Source: an optimization exercise on an open RTL-to-GDS flow (aim: small area, a short achievable clock period and few clock cycles). Production flows keep margins and buffers that such runs may drop.
Function was checked by simulation only, so behaviour that the tests miss may differ from the original.
Power and IR drop assume default switching activity.

==> flow/design.v <==
module pnr_seq (
    input  wire        clk,
    input  wire        rst,
    input  wire        cmd_valid,
    output wire        cmd_ready,
    input  wire [31:0] cmd_word,
    input  wire [31:0] cmd_arg0,
    input  wire [31:0] cmd_arg1,
    input  wire [31:0] cmd_arg2,
    input  wire [9:0]  cfg_cell,
    input  wire [11:0] cfg_rs_mask,
    input  wire [15:0] cfg_rs_moff,
    output reg         done,
    output wire [7:0]  err_code,
    output reg  [30:0] prbs_x1,
    output reg  [30:0] prbs_x2,
    output reg  [30:0] prbs_cinit,
    output reg  [31:0] prbs_pos,
    output reg  [31:0] prbs_out,
    output wire [4:0]  map_i,
    output wire [4:0]  map_q,
    output wire [7:0]  map_norm,
    output reg  [30:0] rs_cinit,
    output reg         re_valid,
    output reg  [11:0] re_k,
    output reg  [1:0]  re_bits
);
    localparam [7:0] OP_NOP       = 8'h00;
    localparam [7:0] OP_PRBS_SEED = 8'h10;
    localparam [7:0] OP_PRBS_GEN  = 8'h11;
    localparam [7:0] OP_PRBS_SKIP = 8'h12;
    localparam [7:0] OP_QAM_MAP   = 8'h20;
    localparam [7:0] OP_RS_CINIT  = 8'h30;
    localparam [7:0] OP_RS_GEN    = 8'h31;
    localparam [25:0] NC_STEPS = 26'd25;
    localparam integer EXT = 64 + 31;
    function [EXT-1:0] ext1(input [30:0] x);
        integer k;
        begin
            ext1 = {EXT{1'b0}};
            ext1[30:0] = x;
            for (k = 31; k < EXT; k = k + 1)
                ext1[k] = ext1[k-28] ^ ext1[k-31];
        end
    endfunction
    function [EXT-1:0] ext2(input [30:0] x);
        integer k;
        begin
            ext2 = {EXT{1'b0}};
            ext2[30:0] = x;
            for (k = 31; k < EXT; k = k + 1)
                ext2[k] = ext2[k-28] ^ ext2[k-29] ^ ext2[k-30] ^ ext2[k-31];
        end
    endfunction
    wire [EXT-1:0] e1 = ext1(prbs_x1);
    wire [EXT-1:0] e2 = ext2(prbs_x2);
    reg        st_idle, st_dec, st_mul, st_rinit, st_jump, st_emit;
    reg        err_rng, err_ill, err_any;
    reg [3:1]  norm_t;         
    reg        map_v;          
    reg [4:1]  map_ih, map_qh;
    reg [5:0]  s_lo;           
    reg        d_nop, d_seed, d_gen, d_skip, d_qam, d_rsc, d_rsg;
    reg [30:0] sav_x1, sav_x2;
    reg [31:0] rem;            
    reg        nz64, nz16, nz2, nz1;
    reg        f_gs;           
    reg        f_rs;           
    reg        f_cin;          
    reg        f_pb;           
    reg        f_raw;          
    reg [3:0]  mcnt;
    reg [1:0]  xh;             
    reg [11:0] mask;
    reg        mask_one;       
    reg [11:0] mrem;           
    reg [11:0] cur;            
    reg        rb_end;         
    reg [9:0]  kb;             
    reg [8:0]  rb_left;
    reg        rb_one;         
    assign cmd_ready = st_idle;
    assign err_code  = {3'b000, err_any, 2'b00, err_ill, err_rng};
    assign map_norm  = {norm_t[3], 1'b0, norm_t[2], 1'b0, norm_t[1], 1'b0, map_v, 1'b0};
    assign map_i     = {map_ih, map_v};
    assign map_q     = {map_qh, map_v};
    wire [7:0] i_op  = cmd_word[31:24];
    wire [5:0] i_lo  = cmd_word[5:0];
    wire       i_zhi = (cmd_word[23:6] == 18'd0);
    wire       i_z24 = i_zhi & (i_lo == 6'd0);
    wire       i_rs  = i_zhi & (i_lo[5:2] == 4'd0) & (i_lo[1:0] != 2'd3);
    wire [2:0] ord   = s_lo[2:0];
    wire [1:0] sel   = s_lo[1:0];
    wire       legal = d_nop | d_seed | d_gen | d_skip | d_qam | d_rsc | d_rsg;
    wire [9:0] rb_sum   = {1'b0, rem[8:0]} + {1'b0, rem[24:16]};
    wire       rng_err  = (rb_sum > 10'd273);
    wire       rem_zero = (rem == 32'd0);
    wire [15:0] s_moff = {re_k, mcnt};
    wire [9:0]  r_cell = sav_x2[9:0];
    wire [7:0]  r_slot = sav_x2[17:10];
    wire [3:0]  r_symb = sav_x2[21:18];
    wire [5:0]  r_ssb  = sav_x2[27:22];
    wire        r_hf   = sav_x2[28];
    wire rs_go   = d_rsc | (d_rsg & ~rng_err);
    wire dec_fin = d_nop | d_qam | ~legal | (d_skip & rem_zero) | (d_rsc & sel[1]) | (d_rsg & rng_err);
    function [3:0] qam_t(input [2:0] o, input x2, input x4, input x6);
        case (o)
            3'd2:    qam_t = {3'b000, x2};
            3'd3:    qam_t = {2'b00, x2, ~(x2 ^ x4)};
            3'd4:    qam_t = {1'b0, x2, ~(x4 ^ x2), ~(x4 ^ x6) ^ ~x2};
            default: qam_t = 4'd0;
        endcase
    endfunction
    wire [3:0] qt_i = qam_t(ord, rem[2], rem[4], rem[6]);
    wire [3:0] qt_q = qam_t(ord, rem[3], rem[5], rem[7]);
    wire       qs_i = rem[0];
    wire       qs_q = (ord == 3'd0) ? rem[0] : rem[1];
    wire [3:1] qn_t = {ord == 3'd4, ord >= 3'd3, ord >= 3'd2};
    wire hi_one  = (rem[31:6] == 26'd1);
    wire mid_one = (rem[5:4] == 2'd1);
    wire lo_one  = (rem[3:1] == 3'd1);
    wire jlast   = nz64 ? (hi_one & ~nz16 & ~nz2 & ~nz1)
                 : nz16 ? (mid_one & ~nz2 & ~nz1)
                 : nz2  ? (lo_one & ~nz1)
                 : 1'b1;
    wire j64 = nz64;
    wire j16 = ~nz64 & nz16;
    wire j2  = ~nz64 & ~nz16 & nz2;
    wire j1  = ~nz64 & ~nz16 & ~nz2;
    wire e64 = st_jump & j64;
    wire e16 = st_jump & j16;
    wire e1s = st_jump & j1;
    wire [30:0] nx1 = e64 ? e1[94:64] : e16 ? e1[46:16] : e1s ? e1[31:1] : e1[32:2];
    wire [30:0] nx2 = e64 ? e2[94:64] : e16 ? e2[46:16] : e1s ? e2[31:1] : e2[32:2];
    wire [31:0] cbits = e1[31:0] ^ e2[31:0];
    reg  [31:0] gmask;
    integer gj;
    always @(*) begin
        for (gj = 0; gj < 32; gj = gj + 1)
            gmask[gj] = s_lo[5] | (gj < s_lo[4:0]);
    end
    wire [11:0] op_a   = 12'd14 * r_slot + r_symb + 12'd1;
    wire [6:0]  i_ssb  = (r_ssb <= 6'd3) ? ({1'b0, r_ssb} + {4'd0, r_hf, 2'b00})
                                         : ({1'b0, r_ssb} + {3'd0, r_hf, 3'b000});
    wire [6:0]  i_p1   = i_ssb + 7'd1;
    wire [8:0]  c4p1   = {1'b0, r_cell[9:2]} + 9'd1;
    wire [13:0] mx     = {xh, re_k};
    wire [19:0] acc_n  = {rs_cinit[18:0], 1'b0} + (rs_cinit[30] ? {6'd0, mx} : 20'd0);
    wire [30:0] c_form = f_raw ? rs_cinit
                       : f_pb  ? {5'd0, rs_cinit[19:0], 4'd0, mrem[1:0]}
                               : {rs_cinit[13:0], 6'd0, mrem[9:0], 1'b0};
    wire        mul_last = (mcnt == 4'd1);
    wire [3:0] ep = {cur[8] | cur[9] | cur[10] | cur[11],
                     cur[4] | cur[5] | cur[6] | cur[7],
                     cur[2] | cur[3] | cur[6] | cur[7] | cur[10] | cur[11],
                     cur[1] | cur[3] | cur[5] | cur[7] | cur[9] | cur[11]};
    wire [11:0] mnext   = mrem & ~cur;
    wire [11:0] mnext2  = mnext & (mnext - 12'd1);
    wire [11:0] mlow    = mnext & (~mnext + 12'd1);
    wire [11:0] masklow = mask & (~mask + 12'd1);
    wire [11:0] mask_m1 = mask & (mask - 12'd1);
    wire        e_last  = rb_end & rb_one;
    wire        rinit_fin = f_cin | (mask == 12'd0) | (rb_left == 9'd0);
    wire fin = (st_dec & dec_fin) | (st_rinit & rinit_fin) | (st_jump & jlast & ~f_rs)
             | (st_emit & e_last);
    always @(posedge clk) begin
        if (rst) begin
            st_idle    <= 1'b1;
            st_dec     <= 1'b0;
            st_mul     <= 1'b0;
            st_rinit   <= 1'b0;
            st_jump    <= 1'b0;
            st_emit    <= 1'b0;
            done       <= 1'b0;
            err_rng    <= 1'b0;
            err_ill    <= 1'b0;
            err_any    <= 1'b0;
            prbs_x1    <= 31'd0;
            prbs_x2    <= 31'd0;
            prbs_cinit <= 31'd0;
            prbs_pos   <= 32'd0;
            prbs_out   <= 32'd0;
            map_ih     <= 4'd0;
            map_qh     <= 4'd0;
            map_v      <= 1'b0;
            norm_t     <= 3'd0;
            rs_cinit   <= 31'd0;
            re_valid   <= 1'b0;
        end else begin
            done     <= fin;
            re_valid <= st_emit;
            st_idle  <= (st_idle & ~cmd_valid) | fin;
            st_dec   <= st_idle & cmd_valid;
            st_mul   <= (st_dec & rs_go & ~sel[1]) | (st_mul & ~mul_last);
            st_rinit <= (st_dec & d_rsg & ~rng_err & sel[1]) | (st_mul & mul_last);
            st_jump  <= (st_dec & (d_seed | d_gen | (d_skip & ~rem_zero)))
                      | (st_rinit & ~rinit_fin) | (st_jump & ~jlast);
            st_emit  <= (st_jump & jlast & f_rs) | (st_emit & ~e_last);
            if (st_dec) begin
                err_rng <= d_rsg & rng_err;
                err_ill <= ~legal;
                err_any <= ~legal | (d_rsg & rng_err);
                if (d_seed) begin
                    prbs_cinit <= rem[30:0];
                    prbs_pos   <= 32'd0;
                    prbs_out   <= 32'd0;
                    prbs_x1    <= 31'd1;
                    prbs_x2    <= rem[30:0];
                end
                if (d_gen)
                    prbs_out <= cbits & gmask;
                if (d_qam) begin
                    map_ih <= qt_i ^ {4{qs_i}};
                    map_qh <= qt_q ^ {4{qs_q}};
                    map_v  <= 1'b1;
                    norm_t <= qn_t;
                end
                if (rs_go)
                    rs_cinit <= sel[1] ? sav_x1
                                       : {(sel[0] ? {i_p1, 4'd0} : {r_cell, 1'b1}), 20'd0};
            end
            if (st_mul)
                rs_cinit <= {rs_cinit[29:20], 1'b0, acc_n};
            if (st_rinit) begin
                rs_cinit <= c_form;
                if (~rinit_fin) begin
                    prbs_x1 <= 31'd1;
                    prbs_x2 <= c_form;
                end
            end
            if (st_jump) begin
                prbs_x1 <= nx1;
                prbs_x2 <= nx2;
                if (f_gs)
                    prbs_pos <= prbs_pos + {25'd0, j64, 1'b0, j16, 2'b00, j2, j1};
            end
            if (st_emit) begin
                if (e_last) begin
                    prbs_x1 <= sav_x1;
                    prbs_x2 <= sav_x2;
                end else begin
                    prbs_x1 <= nx1;
                    prbs_x2 <= nx2;
                end
            end
        end
    end
    always @(posedge clk) begin
        if (st_idle) begin
            s_lo   <= i_lo;
            d_nop  <= (i_op == OP_NOP)       & i_z24;
            d_seed <= (i_op == OP_PRBS_SEED) & i_z24;
            d_gen  <= (i_op == OP_PRBS_GEN)  & i_zhi & (i_lo != 6'd0) & (~i_lo[5] | (i_lo[4:0] == 5'd0));
            d_skip <= (i_op == OP_PRBS_SKIP) & i_z24;
            d_qam  <= (i_op == OP_QAM_MAP)   & i_zhi & (i_lo[5:3] == 3'd0) & (~i_lo[2] | (i_lo[1:0] == 2'd0));
            d_rsc  <= (i_op == OP_RS_CINIT)  & i_rs;
            d_rsg  <= (i_op == OP_RS_GEN)    & i_rs;
            rem    <= cmd_arg0;
            sav_x1 <= cmd_arg2[30:0];
            sav_x2 <= {2'b00, cmd_arg1[18:12], cmd_arg1[11:8], cmd_arg1[7:0], cfg_cell};
            mask   <= cfg_rs_mask;
            re_k   <= cfg_rs_moff[15:4];
            mcnt   <= cfg_rs_moff[3:0];
        end
        if (st_dec) begin
            sav_x1  <= prbs_x1;
            sav_x2  <= prbs_x2;
            f_gs    <= d_gen | d_skip;
            f_rs    <= d_rsg;
            f_cin   <= d_rsc;
            f_pb    <= sel[0];
            f_raw   <= sel[1];
            kb      <= {1'b0, rem[8:0]} + {rem[8:0], 1'b0};
            rb_left <= rem[24:16];
            if (d_seed) begin
                rem  <= {NC_STEPS, 6'd0};
                nz64 <= 1'b1;
                nz16 <= 1'b0;
                nz2  <= 1'b0;
                nz1  <= 1'b0;
            end else if (d_gen) begin
                rem  <= {26'd0, s_lo};
                nz64 <= 1'b0;
                nz16 <= (s_lo[5:4] != 2'd0);
                nz2  <= (s_lo[3:1] != 3'd0);
                nz1  <= s_lo[0];
            end else if (d_skip) begin
                nz64 <= (rem[31:6] != 26'd0);
                nz16 <= (rem[5:4] != 2'd0);
                nz2  <= (rem[3:1] != 3'd0);
                nz1  <= rem[0];
            end else begin
                rem  <= {{15'd0, s_moff[15:5]} + NC_STEPS, s_moff[4:3], s_moff[2:0], 1'b0};
                nz64 <= 1'b1;
                nz16 <= (s_moff[4:3] != 2'd0);
                nz2  <= (s_moff[2:0] != 3'd0);
                nz1  <= 1'b0;
            end
            re_k <= sel[0] ? {c4p1[6:0], 5'b00001} : op_a;
            xh   <= sel[0] ? c4p1[8:7] : 2'b00;
            mrem <= {2'd0, r_cell};
            mcnt <= sel[0] ? 4'd7 : 4'd11;
        end
        if (st_mul)
            mcnt <= mcnt - 4'd1;
        if (st_rinit) begin
            mrem     <= mask;
            cur      <= masklow;
            rb_end   <= (mask_m1 == 12'd0);
            mask_one <= (mask_m1 == 12'd0);
            rb_one   <= (rb_left == 9'd1);
        end
        if (st_jump) begin
            if (nz64) begin
                rem[31:6] <= rem[31:6] - 26'd1;
                nz64      <= ~hi_one;
            end else if (nz16) begin
                rem[5:4] <= rem[5:4] - 2'd1;
                nz16     <= ~mid_one;
            end else if (nz2) begin
                rem[3:1] <= rem[3:1] - 3'd1;
                nz2      <= ~lo_one;
            end else begin
                rem[0] <= 1'b0;
                nz1    <= 1'b0;
            end
        end
        if (st_emit) begin
            re_k    <= {kb + {8'd0, ep[3:2]}, ep[1:0]};
            re_bits <= {e1[1] ^ e2[1], e1[0] ^ e2[0]};
            if (rb_end) begin
                mrem    <= mask;
                cur     <= masklow;
                rb_end  <= mask_one;
                kb      <= kb + 10'd3;
                rb_left <= rb_left - 9'd1;
                rb_one  <= (rb_left == 9'd2);
            end else begin
                mrem   <= mnext;
                cur    <= mlow;
                rb_end <= (mnext2 == 12'd0);
            end
        end
    end
endmodule
==> flow/run.sh <==
#!/bin/bash
# synth_recipe.tcl (not shown) runs the flow's synth.tcl, then flattens the netlist and writes it again
# the make line also repeats each setting of config.mk as NAME=value (left out here)
make -C /OpenROAD-flow-scripts/flow DESIGN_CONFIG=/design/flow/config.mk WORK_HOME=/design/flow/orfs CLKGATE_MAP_FILE= SYNTH_SCRIPT=/design/flow/synth_recipe.tcl finish
==> flow/config.mk <==
export PLATFORM = sky130hd
export DESIGN_NAME = pnr_seq
export DESIGN_NICKNAME = pnr_seq
export VERILOG_FILES = /design/flow/design.v
export SDC_FILE = /design/flow/constraint.sdc
export NUM_CORES = 4
export LEC_CHECK = 0
export CAP_MARGIN = 20
export CORE_MARGIN = 2
export CORE_UTILIZATION = 40
export SLEW_MARGIN = 20
==> flow/constraint.sdc <==
create_clock -name core_clock -period 12.0 [get_ports {clk}]
set_input_delay 2.4000 -clock core_clock [delete_from_list [all_inputs] [get_ports {clk}]]
set_output_delay 2.4000 -clock core_clock [all_outputs]
set_load 0.01 [all_outputs]
==> metrics.log, run 1 <==
[metrics] run status: finished clean
[metrics] average cell area after synthesis: 8.194 sq um
[metrics] crit share post-route: 39.14%
[metrics] CP max stage cell: dfxtp_1
[metrics] Yosys reg bits: between 400 and 500
[metrics] minimum clock period after layout: about 4.7 ns
[metrics] DRC Markers: 0
[metrics] fraction of final layout cells with drive strength greater than 1: 6.869%
[metrics] antenna violations before repair: 3
[metrics] starting utilization of the core area: between 40% and 50%
[metrics] number of distinct standard cells referenced by the synthesized netlist: 76
[metrics] sort of element at the start of the critical path: flip-flop
[metrics] warning count from the yosys run: 1
[metrics] number of flops mapped to enable cells by yosys: 138
[metrics] number of port buffers: about 380
[metrics] Routed wire per std cell: 28.26 microns
[metrics] starting DRC count in detailed routing: around 3900
[metrics] CTS tree: done
[metrics] worst min-delay path category: flip-flop to flip-flop
[metrics] Core Region: about 66000 sq um
[metrics] largest net degree at the start of global routing: 109
[metrics] unrepaired setup endpoints after global routing: no
[metrics] FMAX: 0.2129 GHz
[metrics] count of pins on the block boundary: 400
[metrics] routability congestion estimate from global placement: 0.9707
[metrics] CTS root buffer: clkbuf_16
[metrics] final net count: 3712
[metrics] Placed Area: 30840 sq um
[metrics] total grt overflow: 0
[metrics] vias per std cell: about 6.3
[metrics] clock latency on the worst-skew pair: 0.61 ns
[metrics] clock transition at the registers of the reported paths: around 0.060 ns
[metrics] Clock Sink Count: 405
[metrics] Critical Path RT: 9.60 ns
[metrics] WP buf/inv: 1
[metrics] placement-stage worst setup slack: 7.088 ns
[metrics] leading cell type in the layout, fill and taps excluded: nand2_1
[metrics] diodes inserted: 0
[metrics] maximum buffer depth of the clock tree: 3
[metrics] share of synthesized flip-flops with an asynchronous set or reset: 0%
[metrics] worst rel slew slack: 24.25%
[metrics] number of maximum-capacitance violations: 0
[metrics] leakage dissipation: 11.82 nW
[metrics] number of pins with negative max-slew slack in the final report: 0
[metrics] dominant register cell in the synthesized netlist: dfxtp_1
[metrics] via count of the first global-routing pass: roughly 26000
[metrics] total length of routed wires: 123.2 mm
[metrics] maximum fanout count along the critical path: 11
[metrics] postcts setup bufs: 0
[metrics] list of cells traversed by the critical path: clkdlybuf4s50_1
[metrics] Post-Synthesis Cells: 3273
[metrics] H-tree depth: 2
[metrics] launching instance or port of the critical path: prbs_x2[16]$_SDFF_PP0_
[metrics] Synth-to-Final Area Change: 21.62%
[metrics] drt first pass iters: 10
[metrics] area enclosed by the die boundary: around 69000 sq um
[metrics] part of the Yosys area used for sequential elements: a little over a third
[metrics] endpoints failing hold: 0
[metrics] count of antenna-violating nets left after detailed routing: 0
[metrics] Chip Width: 262.9 microns
[metrics] final setup TNS: 0 ns
[metrics] arrival time at the worst endpoint: approximately 2.3 ns
[metrics] cell family with the largest share of critical-path delay: flip-flops
[metrics] cell area after synthesis: 26820 sq um
[metrics] slowest cell delay on critical path: between 0.9 and 1 ns
[metrics] total via count in the routed design: approximately 27000
[metrics] endpoints failing setup: 0
[metrics] Detail Placement HPWL: 88.54 mm
[metrics] Layout Cell Area excl Fill: around 33000 sq um
[metrics] standard-cell rows: 94
[metrics] setup slack after layout: 7.303 ns
[metrics] Worst Clk Skew: 0.01495 ns
[metrics] post_cts resized: 0
[metrics] hold-fix buffers at CTS: 0
[metrics] r2r startpoint: rem[16]$_DFF_P_
[metrics] y dimension of the die: about 260 microns
[metrics] transition time of the tightest slew-check pin: 1.131 ns
[metrics] worst IR drop on VDD: 0.09925 mV
[metrics] GRT Overall Usage: 34.19%
[metrics] start-to-end type of the worst setup path: flip-flop to primary output
[metrics] Hold Startpoint: prbs_cinit[30]$_SDFFE_PP0P_
[metrics] commonest non-fill, non-tap cells in the layout: nand2_1 (448), clkdlybuf4s50_1 (375), nor2_1 (281)
[metrics] first-pass GRT wire length: 177.2 mm
[metrics] ratio of total power to cell area: around 150 nW/um^2
[metrics] crit path capture type: primary output
[metrics] cts bufs inserted: 49
-- final timing paths --
check,to,slack (ns),cells past startpoint
min reg2reg,prbs_cinit[30]$_SDFFE_PP0P_,0.45,2
max,prbs_x2[16],7.30,1
min,prbs_cinit[30]$_SDFFE_PP0P_,0.45,2
max reg2reg,rs_cinit[10]$_SDFFE_PP0P_,7.74,10
-- cells in the mapped netlist, drive strengths merged (58+ instances only) --
cell type    n  area share [%]
o21ai      208             3.9
xor2        84             2.7
inv         65            0.91
edfxtp     138              15
a211oi      60             1.7
a21oi      250             4.7
xnor2      163             5.3
nand2      453             6.3
mux2        65             2.7
nor2       285             4.0
dfxtp      267              20
buf         73             1.6
nand3       98             1.8
clkbuf     234             3.3
nor3        58             1.1
ha          75             3.5
-- sequential cells by signal, summed over array words and instances (netlist names), 3 cells and up --
register / count
s_lo: 6
map_qh: 4
mcnt: 4
map_ih: 4
mask: 12
re_k: 12
cur: 12
sav_x1: 31
prbs_x2: 31
norm_t: 3
kb: 10
prbs_pos: 32
prbs_x1: 31
rs_cinit: 31
sav_x2: 31
rb_left: 9
mrem: 12
rem: 32
prbs_cinit: 31
prbs_out: 32
-- through the flow --
stage | hold slack [ns] | total power [W] | std cells | util [%]
2_1_floorplan | 0.4318 | 0.002640 | 3281 | -
3_5_place_dp | 0.4474 | 0.003211 | 4266 | 46.66
3_3_place_gp | 0.4461 | 0.003185 | 4266 | 46.66
4_1_cts | 0.4555 | 0.004845 | 4357 | 49.30
5_1_grt | 0.4738 | 0.005051 | 4358 | 49.35
6_report | 0.4534 | 0.004866 | 4358 | 49.35
-- routing by layer --
layer / GRT usage (%) / vias to the layer above / share of wire (%)
li1: - / 12170 / -
met1: 46.06 / 13220 / 40
met2: 51.90 / 1782 / 43
met3: 7.618 / 322 / 11
met4: 16.26 / 2 / 5.4
met5: 0 / - / 0.0089
-- cell type report --
class | instances | area [sq um]
clock inverter | 30 | 377.9
inverter | 65 | 244.0
clock buffer | 61 | 1363
sequential | 405 | 9498
multi-input combinational | 2504 | 15870
tap | 864 | 1081
timing repair buffer | 429 | 4183
fill | 6328 | 33480
-- kinds of logic after synthesis --
group | synth area share (%)
buffers and inverters | 5.785
xor gates and xnor gates | 8.067
AOI/OAI and AO/OA | 22.21
other | 0.01398
and+or+nand+nor | 19.29
muxes | 4.633
DFF | 35.38
adders and majority gates | 4.619
-- where the power goes --
| group | switching (W) | internal, W | total, W | leakage (nW) |
|---|---|---|---|---|
| Clock | 0.000658 | 0.000979 | 0.00164 | 0.867 |
| Sequential | 0.000281 | 0.00157 | 0.00186 | 3.58 |
| Combinational | 0.000822 | 0.000552 | 0.00137 | 7.37 |
Testbench counts, summed over its fixed seeds: cycles 50,581.
==> run 2: changes to the inputs <==
--- a/flow/design.v
+++ b/flow/design.v
@@ -52,25 +52,28 @@
                 ext2[k] = ext2[k-28] ^ ext2[k-29] ^ ext2[k-30] ^ ext2[k-31];
         end
     endfunction
-    wire [EXT-1:0] e1 = ext1(prbs_x1);
-    wire [EXT-1:0] e2 = ext2(prbs_x2);
-    reg        st_idle, st_dec, st_mul, st_rinit, st_jump, st_emit;
+    reg  [30:0]    wx1, wx2;   
+    wire [EXT-1:0] e1 = ext1(wx1);
+    wire [EXT-1:0] e2 = ext2(wx2);
+    reg        st_idle, busy, st_dec, st_mul, st_rinit, st_jump, st_emit;
     reg        err_rng, err_ill, err_any;
     reg [3:1]  norm_t;         
     reg        map_v;          
     reg [4:1]  map_ih, map_qh;
     reg [5:0]  s_lo;           
     reg        d_nop, d_seed, d_gen, d_skip, d_qam, d_rsc, d_rsg;
-    reg [30:0] sav_x1, sav_x2;
     reg [31:0] rem;            
     reg        nz64, nz16, nz2, nz1;
+    reg        first;          
     reg        f_gs;           
+    reg        f_gen;          
     reg        f_rs;           
     reg        f_cin;          
+    reg        f_seed;         
     reg        f_pb;           
     reg        f_raw;          
+    reg        f_rng;          
     reg [3:0]  mcnt;
-    reg [1:0]  xh;             
     reg [11:0] mask;
     reg        mask_one;       
     reg [11:0] mrem;           
@@ -95,14 +98,15 @@
     wire [9:0] rb_sum   = {1'b0, rem[8:0]} + {1'b0, rem[24:16]};
     wire       rng_err  = (rb_sum > 10'd273);
     wire       rem_zero = (rem == 32'd0);
-    wire [15:0] s_moff = {re_k, mcnt};
-    wire [9:0]  r_cell = sav_x2[9:0];
-    wire [7:0]  r_slot = sav_x2[17:10];
-    wire [3:0]  r_symb = sav_x2[21:18];
-    wire [5:0]  r_ssb  = sav_x2[27:22];
-    wire        r_hf   = sav_x2[28];
-    wire rs_go   = d_rsc | (d_rsg & ~rng_err);
-    wire dec_fin = d_nop | d_qam | ~legal | (d_skip & rem_zero) | (d_rsc & sel[1]) | (d_rsg & rng_err);
+    wire [15:0] s_moff = {cur, mcnt};
+    wire [9:0]  r_cell = wx2[9:0];
+    wire [7:0]  r_slot = wx2[17:10];
+    wire [3:0]  r_symb = wx2[21:18];
+    wire [5:0]  r_ssb  = wx2[27:22];
+    wire        r_hf   = wx2[28];
+    wire dec_fin  = d_nop | d_qam | ~legal | (d_skip & rem_zero);
+    wire dec_jump = d_gen | (d_skip & ~rem_zero);
+    wire dec_rs   = d_rsc | d_rsg;
     function [3:0] qam_t(input [2:0] o, input x2, input x4, input x6);
         case (o)
             3'd2:    qam_t = {3'b000, x2};
@@ -144,11 +148,12 @@
                                          : ({1'b0, r_ssb} + {3'd0, r_hf, 3'b000});
     wire [6:0]  i_p1   = i_ssb + 7'd1;
     wire [8:0]  c4p1   = {1'b0, r_cell[9:2]} + 9'd1;
-    wire [13:0] mx     = {xh, re_k};
-    wire [19:0] acc_n  = {rs_cinit[18:0], 1'b0} + (rs_cinit[30] ? {6'd0, mx} : 20'd0);
-    wire [30:0] c_form = f_raw ? rs_cinit
-                       : f_pb  ? {5'd0, rs_cinit[19:0], 4'd0, mrem[1:0]}
-                               : {rs_cinit[13:0], 6'd0, mrem[9:0], 1'b0};
+    wire [13:0] m_x    = sel[0] ? {c4p1, 5'b00001} : {2'b00, op_a};
+    wire [10:0] m_y    = sel[0] ? {i_p1, 4'd0} : {r_cell, 1'b1};
+    wire [19:0] acc_n  = {wx2[18:0], 1'b0} + (wx1[30] ? {6'd0, wx1[13:0]} : 20'd0);
+    wire [30:0] c_form = f_raw ? wx1
+                       : f_pb  ? {5'd0, wx2[19:0], 4'd0, mrem[1:0]}
+                               : {wx2[13:0], 6'd0, mrem[9:0], 1'b0};
     wire        mul_last = (mcnt == 4'd1);
     wire [3:0] ep = {cur[8] | cur[9] | cur[10] | cur[11],
                      cur[4] | cur[5] | cur[6] | cur[7],
@@ -160,12 +165,14 @@
     wire [11:0] masklow = mask & (~mask + 12'd1);
     wire [11:0] mask_m1 = mask & (mask - 12'd1);
     wire        e_last  = rb_end & rb_one;
-    wire        rinit_fin = f_cin | (mask == 12'd0) | (rb_left == 9'd0);
+    wire        no_res  = (mask == 12'd0) | (rb_left == 9'd0);
+    wire        rinit_fin = f_rng | f_cin | (f_rs & no_res);
     wire fin = (st_dec & dec_fin) | (st_rinit & rinit_fin) | (st_jump & jlast & ~f_rs)
              | (st_emit & e_last);
     always @(posedge clk) begin
         if (rst) begin
             st_idle    <= 1'b1;
+            busy       <= 1'b0;
             st_dec     <= 1'b0;
             st_mul     <= 1'b0;
             st_rinit   <= 1'b0;
@@ -190,55 +197,42 @@
             done     <= fin;
             re_valid <= st_emit;
             st_idle  <= (st_idle & ~cmd_valid) | fin;
+            busy     <= (busy | cmd_valid) & ~fin;
             st_dec   <= st_idle & cmd_valid;
-            st_mul   <= (st_dec & rs_go & ~sel[1]) | (st_mul & ~mul_last);
-            st_rinit <= (st_dec & d_rsg & ~rng_err & sel[1]) | (st_mul & mul_last);
-            st_jump  <= (st_dec & (d_seed | d_gen | (d_skip & ~rem_zero)))
-                      | (st_rinit & ~rinit_fin) | (st_jump & ~jlast);
+            st_mul   <= (st_dec & dec_rs & ~sel[1]) | (st_mul & ~mul_last);
+            st_rinit <= (st_dec & (d_seed | (dec_rs & sel[1]))) | (st_mul & mul_last);
+            st_jump  <= (st_dec & dec_jump) | (st_rinit & ~rinit_fin) | (st_jump & ~jlast);
             st_emit  <= (st_jump & jlast & f_rs) | (st_emit & ~e_last);
             if (st_dec) begin
-                err_rng <= d_rsg & rng_err;
+                err_rng <= 1'b0;
                 err_ill <= ~legal;
-                err_any <= ~legal | (d_rsg & rng_err);
+                err_any <= ~legal;
                 if (d_seed) begin
                     prbs_cinit <= rem[30:0];
                     prbs_pos   <= 32'd0;
                     prbs_out   <= 32'd0;
-                    prbs_x1    <= 31'd1;
-                    prbs_x2    <= rem[30:0];
                 end
-                if (d_gen)
-                    prbs_out <= cbits & gmask;
                 if (d_qam) begin
                     map_ih <= qt_i ^ {4{qs_i}};
                     map_qh <= qt_q ^ {4{qs_q}};
                     map_v  <= 1'b1;
                     norm_t <= qn_t;
                 end
-                if (rs_go)
-                    rs_cinit <= sel[1] ? sav_x1
-                                       : {(sel[0] ? {i_p1, 4'd0} : {r_cell, 1'b1}), 20'd0};
             end
-            if (st_mul)
-                rs_cinit <= {rs_cinit[29:20], 1'b0, acc_n};
             if (st_rinit) begin
-                rs_cinit <= c_form;
-                if (~rinit_fin) begin
-                    prbs_x1 <= 31'd1;
-                    prbs_x2 <= c_form;
+                if (f_rng) begin
+                    err_rng <= 1'b1;
+                    err_any <= 1'b1;
+                end else if (~f_seed) begin
+                    rs_cinit <= c_form;
                 end
             end
             if (st_jump) begin
-                prbs_x1 <= nx1;
-                prbs_x2 <= nx2;
                 if (f_gs)
                     prbs_pos <= prbs_pos + {25'd0, j64, 1'b0, j16, 2'b00, j2, j1};
-            end
-            if (st_emit) begin
-                if (e_last) begin
-                    prbs_x1 <= sav_x1;
-                    prbs_x2 <= sav_x2;
-                end else begin
+                if (first & f_gen)
+                    prbs_out <= cbits & gmask;
+                if (jlast & ~f_rs) begin
                     prbs_x1 <= nx1;
                     prbs_x2 <= nx2;
                 end
@@ -246,7 +240,7 @@
         end
     end
     always @(posedge clk) begin
-        if (st_idle) begin
+        if (~busy) begin
             s_lo   <= i_lo;
             d_nop  <= (i_op == OP_NOP)       & i_z24;
             d_seed <= (i_op == OP_PRBS_SEED) & i_z24;
@@ -256,22 +250,33 @@
             d_rsc  <= (i_op == OP_RS_CINIT)  & i_rs;
             d_rsg  <= (i_op == OP_RS_GEN)    & i_rs;
             rem    <= cmd_arg0;
-            sav_x1 <= cmd_arg2[30:0];
-            sav_x2 <= {2'b00, cmd_arg1[18:12], cmd_arg1[11:8], cmd_arg1[7:0], cfg_cell};
+            wx1    <= cmd_arg2[30:0];
+            wx2    <= {2'b00, cmd_arg1[18:12], cmd_arg1[11:8], cmd_arg1[7:0], cfg_cell};
             mask   <= cfg_rs_mask;
-            re_k   <= cfg_rs_moff[15:4];
+            cur    <= cfg_rs_moff[15:4];
             mcnt   <= cfg_rs_moff[3:0];
         end
         if (st_dec) begin
-            sav_x1  <= prbs_x1;
-            sav_x2  <= prbs_x2;
-            f_gs    <= d_gen | d_skip;
+            f_gs    <= dec_jump;
+            f_gen   <= d_gen;
             f_rs    <= d_rsg;
             f_cin   <= d_rsc;
+            f_seed  <= d_seed;
             f_pb    <= sel[0];
-            f_raw   <= sel[1];
+            f_raw   <= d_seed | sel[1];
+            f_rng   <= d_rsg & rng_err;
+            first   <= 1'b1;
             kb      <= {1'b0, rem[8:0]} + {rem[8:0], 1'b0};
             rb_left <= rem[24:16];
+            if (dec_jump) begin
+                wx1 <= prbs_x1;
+                wx2 <= prbs_x2;
+            end else if (d_seed) begin
+                wx1 <= rem[30:0];
+            end else if (dec_rs & ~sel[1]) begin
+                wx1 <= {m_y, 6'd0, m_x};
+                wx2 <= 31'd0;
+            end
             if (d_seed) begin
                 rem  <= {NC_STEPS, 6'd0};
                 nz64 <= 1'b1;
@@ -296,21 +301,27 @@
                 nz2  <= (s_moff[2:0] != 3'd0);
                 nz1  <= 1'b0;
             end
-            re_k <= sel[0] ? {c4p1[6:0], 5'b00001} : op_a;
-            xh   <= sel[0] ? c4p1[8:7] : 2'b00;
             mrem <= {2'd0, r_cell};
             mcnt <= sel[0] ? 4'd7 : 4'd11;
         end
-        if (st_mul)
-            mcnt <= mcnt - 4'd1;
+        if (st_mul) begin
+            mcnt      <= mcnt - 4'd1;
+            wx1[30:20] <= {wx1[29:20], 1'b0};
+            wx2[19:0] <= acc_n;
+        end
         if (st_rinit) begin
             mrem     <= mask;
             cur      <= masklow;
             rb_end   <= (mask_m1 == 12'd0);
             mask_one <= (mask_m1 == 12'd0);
             rb_one   <= (rb_left == 9'd1);
+            wx1      <= 31'd1;
+            wx2      <= c_form;
         end
         if (st_jump) begin
+            wx1   <= nx1;
+            wx2   <= nx2;
+            first <= 1'b0;
             if (nz64) begin
                 rem[31:6] <= rem[31:6] - 26'd1;
                 nz64      <= ~hi_one;
@@ -326,6 +337,8 @@
             end
         end
         if (st_emit) begin
+            wx1     <= nx1;
+            wx2     <= nx2;
             re_k    <= {kb + {8'd0, ep[3:2]}, ep[1:0]};
             re_bits <= {e1[1] ^ e2[1], e1[0] ^ e2[0]};
             if (rb_end) begin
==> run 2 against run 1 <==
Area after synthesis up 4.1%. Maximum frequency up 11%. Non-clock buffer count up 29. Synthesized cell count up 6.8%. Routed wire length up 2.0%. Critical path depth unchanged. Cell area up 4.3%. Worst setup slack better by 0.45 ns. Sequential share of layout area down 2.8 points. Register-to-register slack better by 0.16 ns. Clock skew up 0.031 ns. Combinational power up 130%. Critical path type unchanged.
==> metrics.log, run 2 <==
[metrics] run status: finished clean (unchanged)
[metrics] clock latency on the worst-skew pair: 0.66 ns (was 0.61 ns)
[metrics] minimum clock period after layout: 4.243 ns (was 4.697 ns)
[metrics] cell family with the largest share of critical-path delay: buffers and inverters (was flip-flops)
[metrics] post-synthesis mux area share: 6.455% (was 4.633%)
[metrics] H-tree depth: 2 (unchanged)
[metrics] number of flops mapped to enable cells by yosys: 77 (was 138)
[metrics] warning count from the yosys run: 1 (unchanged)
[metrics] Area contributors post-synth: dfxtp_1 (24%), edfxtp_1 (8.3%), nand2_1 (6.2%) (was dfxtp_1 (20%), edfxtp_1 (15%), nand2_1 (6.3%))
[metrics] commonest non-fill, non-tap cells in the layout: nand2_1 (456), clkdlybuf4s50_1 (375), dfxtp_1 (328) (was nand2_1 (448), clkdlybuf4s50_1 (375), nor2_1 (281))
[metrics] worst reg-to-reg setup slack: 7.90 ns (was 7.74 ns)
[metrics] y dimension of the die: 268.2 microns (was 262.9 microns)
[metrics] endpoints failing setup: 0 (unchanged)
[metrics] total grt overflow: 0 (unchanged)
[metrics] first-pass GRT wire length: 179.5 mm (was 177.2 mm)
[metrics] leakage dissipation: 12.33 nW (was 11.82 nW)
[metrics] footprint of the flip-flops and latches: 8945 sq um (was 9498 sq um)
[metrics] final setup TNS: 0 ns (unchanged)
[metrics] sort of element at the start of the critical path: flip-flop (unchanged)
[metrics] area used by multi-input combinational logic: 17510 sq um (was 15870 sq um)
[metrics] largest net degree at the start of global routing: 86 (was 109)
[metrics] worst rel slew slack: 25.69% (was 24.25%)
[metrics] total via count in the routed design: 28550 (was 27490)
[metrics] cts bufs inserted: 49 (unchanged)
[metrics] ratio of total power to cell area: 197.5 nW/um^2 (was 149.2 nW/um^2)
[metrics] Worst Clk Skew: 0.04639 ns (was 0.01495 ns)
[metrics] starting utilization of the core area: 40.55% (was 40.57%)
[metrics] Fill cells: 6808 (was 6328)
[metrics] most instantiated cells after synthesis: nand2_1 (458), dfxtp_1 (331), nor2_1 (315) (was nand2_1 (452), nor2_1 (285), dfxtp_1 (267))
[metrics] Placed Cells: 4579 (was 4266)
[metrics] worst IR drop on VDD: 0.1597 mV (was 0.09925 mV)
[metrics] count of antenna-violating nets left after detailed routing: 0 (unchanged)
[metrics] WP buf/inv: 1 (unchanged)
[metrics] share of synthesized flip-flops with an asynchronous set or reset: 0% (unchanged)
[metrics] endpoints failing hold: 0 (unchanged)
[metrics] cell area after synthesis: 27910 sq um (was 26820 sq um)
[metrics] simple-gate portion of the synthesized area: 18.91% (was 19.29%)
[metrics] end point of the critical path: prbs_x2[29] (was prbs_x2[16])
[metrics] fraction of final layout cells with drive strength greater than 1: 6.608% (was 6.869%)
[metrics] leading cell type in the layout, fill and taps excluded: nand2_1 (unchanged)
[metrics] Clock Sink Count: 408 (was 405)
[metrics] hold-fix buffers at CTS: 0 (unchanged)
[metrics] CTS root buffer: clkbuf_16 (unchanged)
[metrics] maximum fanout count along the critical path: 3 (was 11)
[metrics] number of maximum-capacitance violations: 0 (unchanged)
[metrics] share of Yosys cell area claimed by the top area cell type: 23.74% (was 19.93%)
[metrics] crit share post-route: 35.36% (was 39.14%)
[metrics] main combinational cell family by area after synthesis: compound AO/OA/AOI/OAI gates (unchanged)
[metrics] capturing point of the worst reg2reg path: wx1[11]$_DFF_P_ (was rs_cinit[10]$_SDFFE_PP0P_)
[metrics] registers with the most flip-flops: prbs_out x32, prbs_pos x32, rem x32 (unchanged)
[metrics] Detail Placement HPWL: 91.41 mm (was 88.54 mm)
[metrics] vias per std cell: 6.113 (was 6.309)
[metrics] Critical Path RT: 9.60 ns (about the same)
[metrics] number of pins with negative max-slew slack in the final report: 0 (unchanged)
[metrics] drt first pass iters: 6 (was 10)
[metrics] via count of the first global-routing pass: 26010 (was 25720)
[metrics] r2r startpoint: wx2[10]$_DFF_P_ (was rem[16]$_DFF_P_)
[metrics] FMAX: 0.2357 GHz (was 0.2129 GHz)
[metrics] start-to-end type of the worst setup path: flip-flop to primary output (unchanged)
[metrics] crit path capture type: primary output (unchanged)
[metrics] antenna violations before repair: 5 (was 3)
[metrics] setup slack after layout: 7.757 ns (was 7.303 ns)
[metrics] dominant register cell in the synthesized netlist: dfxtp_1 (unchanged)
[metrics] postcts setup bufs: 0 (unchanged)
[metrics] list of cells traversed by the critical path: clkdlybuf4s50_1 (unchanged)
[metrics] worst min-delay path category: flip-flop to flip-flop (unchanged)
[metrics] Core Region: 68830 sq um (was 66100 sq um)
[metrics] R2R cell count: 9 (was 10)
[metrics] synthesized-area fraction occupied by xor and xnor cells: 8.441% (was 8.067%)
[metrics] synthesized-area fraction occupied by ao, oa, aoi and oai cells: 23.40% (was 22.21%)
[metrics] CP max stage cell: clkdlybuf4s50_1 (was dfxtp_1)
[metrics] adder and majority cell fraction of the synthesized area: 5.182% (was 4.619%)
[metrics] starting DRC count in detailed routing: 3577 (was 3925)
[metrics] GRT Overall Usage: 33.86% (was 34.19%)
[metrics] placement-stage worst setup slack: 7.193 ns (was 7.088 ns)
[metrics] number of cells on the critical path: 1 (unchanged)
[metrics] final instance count without filler cells: 4670 (was 4358)
[metrics] number of distinct standard cells referenced by the synthesized netlist: 97 (was 76)
[metrics] Chip Width: 268.2 microns (was 262.9 microns)
[metrics] launching instance or port of the critical path: prbs_x2[29]$_SDFFE_PP0P_ (was prbs_x2[16]$_SDFF_PP0_)
[metrics] total length of routed wires: 125.6 mm (was 123.2 mm)
[metrics] final-layout worst hold slack: 0.4557 ns (was 0.4534 ns)
[metrics] clock transition at the registers of the reported paths: 0.06 ns (about the same)
[metrics] DRC Markers: 0 (unchanged)
[metrics] number of port buffers: 376 (unchanged)
[metrics] post_cts resized: 0 (unchanged)
[metrics] final net count: 3972 (was 3712)
[metrics] maximum buffer depth of the clock tree: 3 (unchanged)
[metrics] Core Util, Final: 49.42% (was 49.35%)
[metrics] Post-Synthesis Cells: 3496 (was 3273)
[metrics] average cell area after synthesis: 7.984 sq um (was 8.194 sq um)
[metrics] slowest cell delay on critical path: 0.62 ns (was 0.99 ns)
[metrics] Synth-to-Final Area Change: 21.85% (was 21.62%)
[metrics] count of pins on the block boundary: 400 (unchanged)
[metrics] Routed wire per std cell: 26.90 microns (was 28.26 microns)
[metrics] area enclosed by the die boundary: 71910 sq um (was 69130 sq um)
[metrics] transition time of the tightest slew-check pin: 1.115 ns (was 1.131 ns)
[metrics] most used standard cell by instance count after synthesis: nand2_1 (unchanged)
[metrics] routability congestion estimate from global placement: 0.9951 (was 0.9707)
[metrics] arrival time at the worst endpoint: 1.84 ns (was 2.30 ns)
[metrics] unrepaired setup endpoints after global routing: no (unchanged)
[metrics] cell accounting for the most synthesized area: dfxtp_1 (unchanged)
[metrics] part of the Yosys area used for sequential elements: 32.02% (was 35.38%)
[metrics] CTS tree: done (unchanged)
[metrics] Yosys reg bits: 408 (was 405)
[metrics] standard-cell rows: 96 (was 94)
run 2: cell count changes in the layout (fill, tap and decap cells not counted), moves of 31 or more:
cell	before	now
a211oi_1	59	109
a311o_1	50	1
a21oi_1	250	310
dfxtp_1	262	328
mux2i_1	51	144
edfxtp_1	138	77
mux2_2	65	32
xnor2_1	163	132
xor2_1	84	116
nand3_1	98	66
run 2: stage by stage:
step | area [sq um] | total power, W
3_3_place_gp | 32260 | 0.004974
3_5_place_dp | 32260 | 0.004985
6_report | 34010 | 0.006717
5_1_grt | 34010 | 0.007002
2_1_floorplan | 27940 | 0.003952
4_1_cts | 34000 | 0.006614
run 2: layout make-up:
class,instances,area share [%]
well taps,931,3.425
diodes,1,0.007358
multi-input cells,2709,51.47
inverters,73,0.8130
repair buffers,458,12.88
clock inverters,23,0.9087
clock buffers,67,4.197
flip-flops and latches,408,26.30
run 2: worst min path at each step:
| stage | startpoint | endpoint | slack (ns) | cells after the start |
|---|---|---|---|---|
| after CTS | prbs_cinit[4]$_SDFFE_PP0P_ | prbs_cinit[4]$_SDFFE_PP0P_ | 0.46 | 2 |
| after floorplan | d_gen$_DFFE_PN_ | f_gen$_DFFE_PP_ | 0.42 | 0 |
| after global placement | prbs_out[19]$_SDFF_PP0_ | prbs_out[19]$_SDFF_PP0_ | 0.44 | 2 |
| after detailed placement | prbs_cinit[4]$_SDFFE_PP0P_ | prbs_cinit[4]$_SDFFE_PP0P_ | 0.45 | 2 |
| after global routing | prbs_cinit[3]$_SDFFE_PP0P_ | prbs_cinit[3]$_SDFFE_PP0P_ | 0.47 | 2 |
| final | rs_cinit[30]$_SDFFE_PP0P_ | rs_cinit[30]$_SDFFE_PP0P_ | 0.46 | 2 |
run 2: where the power goes:
group          internal (W)  total (W)  switching (W)  leakage (nW)
logic               0.00126    0.00313        0.00187          8.01
clock network      0.000950    0.00163       0.000678         0.848
registers           0.00156    0.00196       0.000397          3.47
total               0.00377    0.00672        0.00295          12.3
run 2: cells by family (layout without fill, tap and decap cells):
kind of cell    count (synthesis)  count (layout)
compound gates               1006            1006
other cells                     1              10
fa+ha+maj                     108             108
buf+inv                       387             621
mux                           176             176
simple gates                 1154            1154
xor+xnor                      256             256
flops                         408             408
run 2: tightest hold or removal path, delay by kind of cell (launching register included):
kind / cells / cell delay (ns)
AO/OA/AOI/OAI: 1 / 0.05
flip-flops: 1 / 0.31
AND/OR/NAND/NOR: 1 / 0.05
run 2: routing by layer:
| layer | up-vias | track usage, % | share of wire, % | wire, microns |
|---|---|---|---|---|
| met5 | - | 0 | 0.060 | 75 |
| met4 | 6 | 20.46 | 6.9 | 8691 |
| met3 | 419 | 8.000 | 11 | 13800 |
| met2 | 1663 | 51.57 | 44 | 54660 |
| met1 | 13500 | 43.44 | 39 | 48390 |
| li1 | 12960 | - | - | - |
Testbench counts of run 2, summed over its fixed seeds: cycles 50,633.
==> run 3: changes to the inputs <==
--- a/flow/design.v
+++ b/flow/design.v
@@ -143,7 +143,7 @@
         for (gj = 0; gj < 32; gj = gj + 1)
             gmask[gj] = s_lo[5] | (gj < s_lo[4:0]);
     end
-    wire [11:0] op_a   = 12'd14 * r_slot + r_symb + 12'd1;
+    wire [11:0] op_a   = {r_slot, r_symb} - {3'd0, r_slot, 1'b0} + 12'd1;
     wire [6:0]  i_ssb  = (r_ssb <= 6'd3) ? ({1'b0, r_ssb} + {4'd0, r_hf, 2'b00})
                                          : ({1'b0, r_ssb} + {3'd0, r_hf, 3'b000});
     wire [6:0]  i_p1   = i_ssb + 7'd1;
==> flow/flow/run.sh (new file) <==
#!/bin/bash
# Layout flow: the standard ORFS flow (standard.sh, unchanged synthesis,
# floorplan, placement, CTS, routing and finish) at the design's clock period
# and constraints, with two changes to how the layout is made:
#  - every input and output port still gets its own buffer, but a
#    sky130_fd_sc_hd__buf_1 one (buffer_ports -buffer_cell);
#  - ORFS's repair_timing passes (floorplan, CTS, global route) aim for a
#    setup slack of SETUP_SLACK_MARGIN ns instead of 0, so they size and
#    buffer the design towards a shorter achieved period.
# make's full output (which includes every tool's output; ORFS also keeps a
# log per step under orfs/logs) goes to flow_make.log in the work folder.
set -euo pipefail
bash standard.sh SETUP_SLACK_MARGIN=8.3 \
    "BUFFER_PORTS_ARGS=-buffer_cell sky130_fd_sc_hd__buf_1" \
    finish > flow_make.log 2>&1
test -s out/final.def
==> flow/standard.sh (new file) <==
#!/bin/bash
# synth_recipe.tcl (not shown) runs the flow's synth.tcl, then flattens the netlist and writes it again
# the make line also repeats each setting of config.mk as NAME=value (left out here)
make -C /OpenROAD-flow-scripts/flow DESIGN_CONFIG=/design/flow/config.mk WORK_HOME=/design/flow/orfs CLKGATE_MAP_FILE= SYNTH_SCRIPT=/design/flow/synth_recipe.tcl "${@:-finish}"
removed: flow/run.sh
==> run 3 against run 2 <==
Still clean on timing, DRC and antenna. Cell count shrank 2.4%. Cell area is 9.2% lower. Critical path depth stayed put. Non-clock buffer count down 20. Sequential power barely moved. Register-to-register slack better by 0.49 ns. Maximum frequency is 15% higher. Count of clock-buffer cells in the layout increased by 7. Global-route usage decreased by 3.0 points. Utilization is 3.6 points lower. Clock skew increased by 0.011 ns. Largest cell class unchanged. Highest routed layer unchanged.
==> metrics.log, run 3 <==
[metrics] vias per std cell: 6.005 (was 6.113)
[metrics] starting utilization of the core area: 40.56% (was 40.55%)
[metrics] total grt overflow: 0 (unchanged)
[metrics] Flop pwr share: 32.1% (was 29.1%)
[metrics] starting DRC count in detailed routing: 3366 (was 3577)
[metrics] via count of the first global-routing pass: 24650 (was 26010)
[metrics] average cell area after synthesis: 7.914 sq um (was 7.984 sq um)
[metrics] arrival time at the worst endpoint: 1.29 ns (was 1.84 ns)
[metrics] final net count: 3915 (was 3972)
[metrics] Area contributors post-synth: dfxtp_1 (24%), edfxtp_1 (8.5%), nand2_1 (5.9%) (was dfxtp_1 (24%), edfxtp_1 (8.3%), nand2_1 (6.2%))
[metrics] cell family with the largest share of critical-path delay: flip-flops (was buffers and inverters)
[metrics] ratio of total power to cell area: 198.4 nW/um^2 (was 197.5 nW/um^2)
[metrics] maximum fanout count along the critical path: 3 (unchanged)
[metrics] Placed Cells: 4468 (was 4579)
[metrics] CTS tree: done (unchanged)
[metrics] CP max stage cell: dfxtp_1 (was clkdlybuf4s50_1)
[metrics] number of flops mapped to enable cells by yosys: 77 (unchanged)
[metrics] largest net degree at the start of global routing: 85 (was 86)
[metrics] antenna violations before repair: 8 (was 5)
[metrics] number of port buffers: 376 (unchanged)
[metrics] worst IR drop on VDD: 0.1136 mV (was 0.1597 mV)
[metrics] final setup TNS: 0 ns (unchanged)
[metrics] warning count from the yosys run: 1 (unchanged)
[metrics] GRT Overall Usage: 30.88% (was 33.86%)
[metrics] CTS root buffer: clkbuf_16 (unchanged)
[metrics] worst min-delay path category: flip-flop to flip-flop (unchanged)
[metrics] total via count in the routed design: 27370 (was 28550)
[metrics] Clock Sink Count: 408 (unchanged)
[metrics] start-to-end type of the worst setup path: flip-flop to primary output (unchanged)
[metrics] count of antenna-violating nets left after detailed routing: 0 (unchanged)
[metrics] FMAX: 0.2708 GHz (was 0.2357 GHz)
[metrics] run status: finished clean (unchanged)
[metrics] Core Region: 67400 sq um (was 68830 sq um)
[metrics] WP buf/inv: 1 (unchanged)
[metrics] final-layout worst hold slack: 0.4414 ns (was 0.4557 ns)
[metrics] part of the Yosys area used for sequential elements: 32.70% (was 32.02%)
[metrics] Chip Width: 265.4 microns (was 268.2 microns)
[metrics] clock latency on the worst-skew pair: 0.65 ns (was 0.66 ns)
[metrics] Post-Synthesis Cells: 3454 (was 3496)
[metrics] endpoints failing setup: 0 (unchanged)
[metrics] share of synthesized flip-flops with an asynchronous set or reset: 0% (unchanged)
[metrics] unrepaired setup endpoints after global routing: no (unchanged)
[metrics] cts bufs inserted: 48 (was 49)
[metrics] cell accounting for the most synthesized area: dfxtp_1 (unchanged)
[metrics] Critical Path RT: 9.60 ns (about the same)
[metrics] number of maximum-capacitance violations: 0 (unchanged)
[metrics] dominant register cell in the synthesized netlist: dfxtp_1 (unchanged)
[metrics] maximum buffer depth of the clock tree: 3 (unchanged)
[metrics] total length of routed wires: 113.3 mm (was 125.6 mm)
[metrics] number of distinct standard cells referenced by the synthesized netlist: 85 (was 97)
[metrics] share of Yosys cell area claimed by the top area cell type: 24.24% (was 23.74%)
[metrics] most instantiated cells after synthesis: nand2_1 (427), nor2_1 (347), dfxtp_1 (331) (was nand2_1 (458), dfxtp_1 (331), nor2_1 (315))
[metrics] count of pins on the block boundary: 400 (unchanged)
[metrics] standard-cell rows: 95 (was 96)
[metrics] y dimension of the die: 265.4 microns (was 268.2 microns)
[metrics] transition time of the tightest slew-check pin: 1.143 ns (was 1.115 ns)
[metrics] Worst Clk Skew: 0.05705 ns (was 0.04639 ns)
[metrics] net switching component of the power: 0.002585 W (was 0.002947 W)
[metrics] Synth-to-Final Area Change: 12.93% (was 21.85%)
[metrics] crit share post-route: 30.77% (was 35.36%)
[metrics] leakage dissipation: 11.06 nW (was 12.33 nW)
[metrics] commonest non-fill, non-tap cells in the layout: nand2_1 (423), buf_1 (361), nor2_1 (342) (was nand2_1 (456), clkdlybuf4s50_1 (375), dfxtp_1 (328))
[metrics] crit path capture type: primary output (unchanged)
[metrics] Detail Placement HPWL: 81.60 mm (was 91.41 mm)
[metrics] switching part of the total: 42.22% (was 43.88%)
[metrics] Clock power frac: 25.7% (was 24.2%)
[metrics] registers with the most flip-flops: prbs_out x32, prbs_pos x32, rem x32 (unchanged)
[metrics] most used standard cell by instance count after synthesis: nand2_1 (unchanged)
[metrics] Yosys reg bits: 408 (unchanged)
[metrics] H-tree depth: 2 (unchanged)
[metrics] clock transition at the registers of the reported paths: 0.06 ns (about the same)
[metrics] routability congestion estimate from global placement: 0.9772 (was 0.9951)
[metrics] list of cells traversed by the critical path: buf_1 (was clkdlybuf4s50_1)
[metrics] endpoints failing hold: 0 (unchanged)
[metrics] cell area after synthesis: 27330 sq um (was 27910 sq um)
[metrics] slowest cell delay on critical path: 0.36 ns (was 0.62 ns)
[metrics] DRC Markers: 0 (unchanged)
[metrics] drt first pass iters: 8 (was 6)
[metrics] Gate power share: 42.3% (was 46.6%)
[metrics] number of pins with negative max-slew slack in the final report: 0 (unchanged)
[metrics] minimum clock period after layout: 3.692 ns (was 4.243 ns)
[metrics] cell internal power dissipation: 0.003538 W (was 0.003770 W)
[metrics] Routed wire per std cell: 24.86 microns (was 26.90 microns)
[metrics] final instance count without filler cells: 4558 (was 4670)
[metrics] leading cell type in the layout, fill and taps excluded: nand2_1 (unchanged)
[metrics] worst rel slew slack: 23.50% (was 25.69%)
[metrics] fraction of final layout cells with drive strength greater than 1: 6.488% (was 6.608%)
[metrics] sort of element at the start of the critical path: flip-flop (unchanged)
[metrics] first-pass GRT wire length: 165.0 mm (was 179.5 mm)
[metrics] area enclosed by the die boundary: 70440 sq um (was 71910 sq um)
==> run 3: kinds of logic after synthesis <==
logic type      after synthesis  synth area share (%)
mux                         171                 6.376
fa+ha+maj                   104                 4.898
xor+xnor                    269                 8.619
compound gates              965                 22.68
flops                       408                 32.70
buf+inv                     387                 5.818
simple gates               1149                 18.89
other cells                   1               0.01372
==> run 3: metrics by stage <==
step | setup WS (ns) | utilization, % | power (W) | cell area [sq um]
floorplan | 8.065 | - | 0.003696 | 27380
global placement | 7.734 | 43.21 | 0.004479 | 29120
detailed placement | 7.702 | 43.21 | 0.004483 | 29120
CTS | 8.301 | 45.73 | 0.006056 | 30820
global route | 8.305 | 45.80 | 0.006403 | 30870
finish | 8.308 | 45.80 | 0.006123 | 30870
==> run 3: power by group through the flow <==
| stage | Sequential, W | Combinational (W) | Clock (W) |
|---|---|---|---|
| 2_1_floorplan | 0.00169 | 0.00201 | 0 |
| 4_1_cts | 0.00194 | 0.00253 | 0.00158 |
| 5_1_grt | 0.00197 | 0.00280 | 0.00164 |
| 3_3_place_gp | 0.00197 | 0.00251 | 0 |
| 6_report | 0.00196 | 0.00259 | 0.00157 |
| 3_5_place_dp | 0.00197 | 0.00251 | 0 |
==> run 3: metal layers <==
metal | up-vias | routed length, microns | global-route usage, %
li1 | 12670 | - | -
met1 | 12920 | 47920 | 42.79
met2 | 1495 | 48450 | 46.41
met3 | 279 | 12080 | 7.230
met4 | 12 | 4771 | 11.79
met5 | - | 83 | 0
==> run 3: cell type report <==
cell class / instances / area [sq um]
flip-flops and latches: 408 / 8955
fillers: 6878 / 36530
multi-input cells: 2667 / 16910
clock buffers: 74 / 1450
repair buffers: 438 / 1909
well taps: 873 / 1092
inverters: 82 / 311.5
diodes: 1 / 2.502
clock inverters: 15 / 232.7
==> run 3: path summary, 6_finish.rpt <==
| check | startpoint | endpoint | slack (ns) | cells after the start |
|---|---|---|---|---|
| setup / recovery | prbs_x1[14]$_SDFFE_PP0P_ | prbs_x1[14] | 8.31 | 1 |
| hold / removal | rb_left[8]$_DFF_P_ | rb_left[8]$_DFF_P_ | 0.44 | 2 |
| setup reg to reg | rem[14]$_DFF_P_ | wx2[11]$_DFF_P_ | 8.39 | 9 |
| hold reg to reg | rb_left[8]$_DFF_P_ | rb_left[8]$_DFF_P_ | 0.44 | 2 |
==> run 3: what timing repair did <==
action                                  4_1_cts  5_1_grt
hold endpoints to repair                      0        0
setup buffers                                 0        0
hold buffers                                  0        0
resized for setup                            15       16
endpoints found under the setup margin       15      120
Testbench counts of run 3, summed over its fixed seeds: cycles 50,633.

-- separate check: timing with driven ports --
In the flow no input, the clock included, has a driving cell. The finished layouts below were timed again as built, in two steps. Step 1 assumes that a clkbuf_16 drives the clock port and a buf_2 every other input. Step 2, shift: input delay + t, output delay - t, t = (earliest + latest rising clock arrival at the registers) / 2. This alone moves slack from input paths to output paths. Slacks: no drivers / after step 1 / after step 2; pairs: no drivers / after step 1.
run	t, ns	setup slack, ns	worst slew at a driven data input, ns
run 1	0.673	7.303 / 7.236 / 6.947	0.06
run 2	0.699	7.757 / 7.696 / 7.110	0.07
run 3	0.686	8.308 / 8.243 / 7.782	0.14
After both steps every run listed still meets setup and hold. For run 2, which loses most, drivers alone change the setup slack by -0.061 ns; drivers and shift together by -0.647 ns.
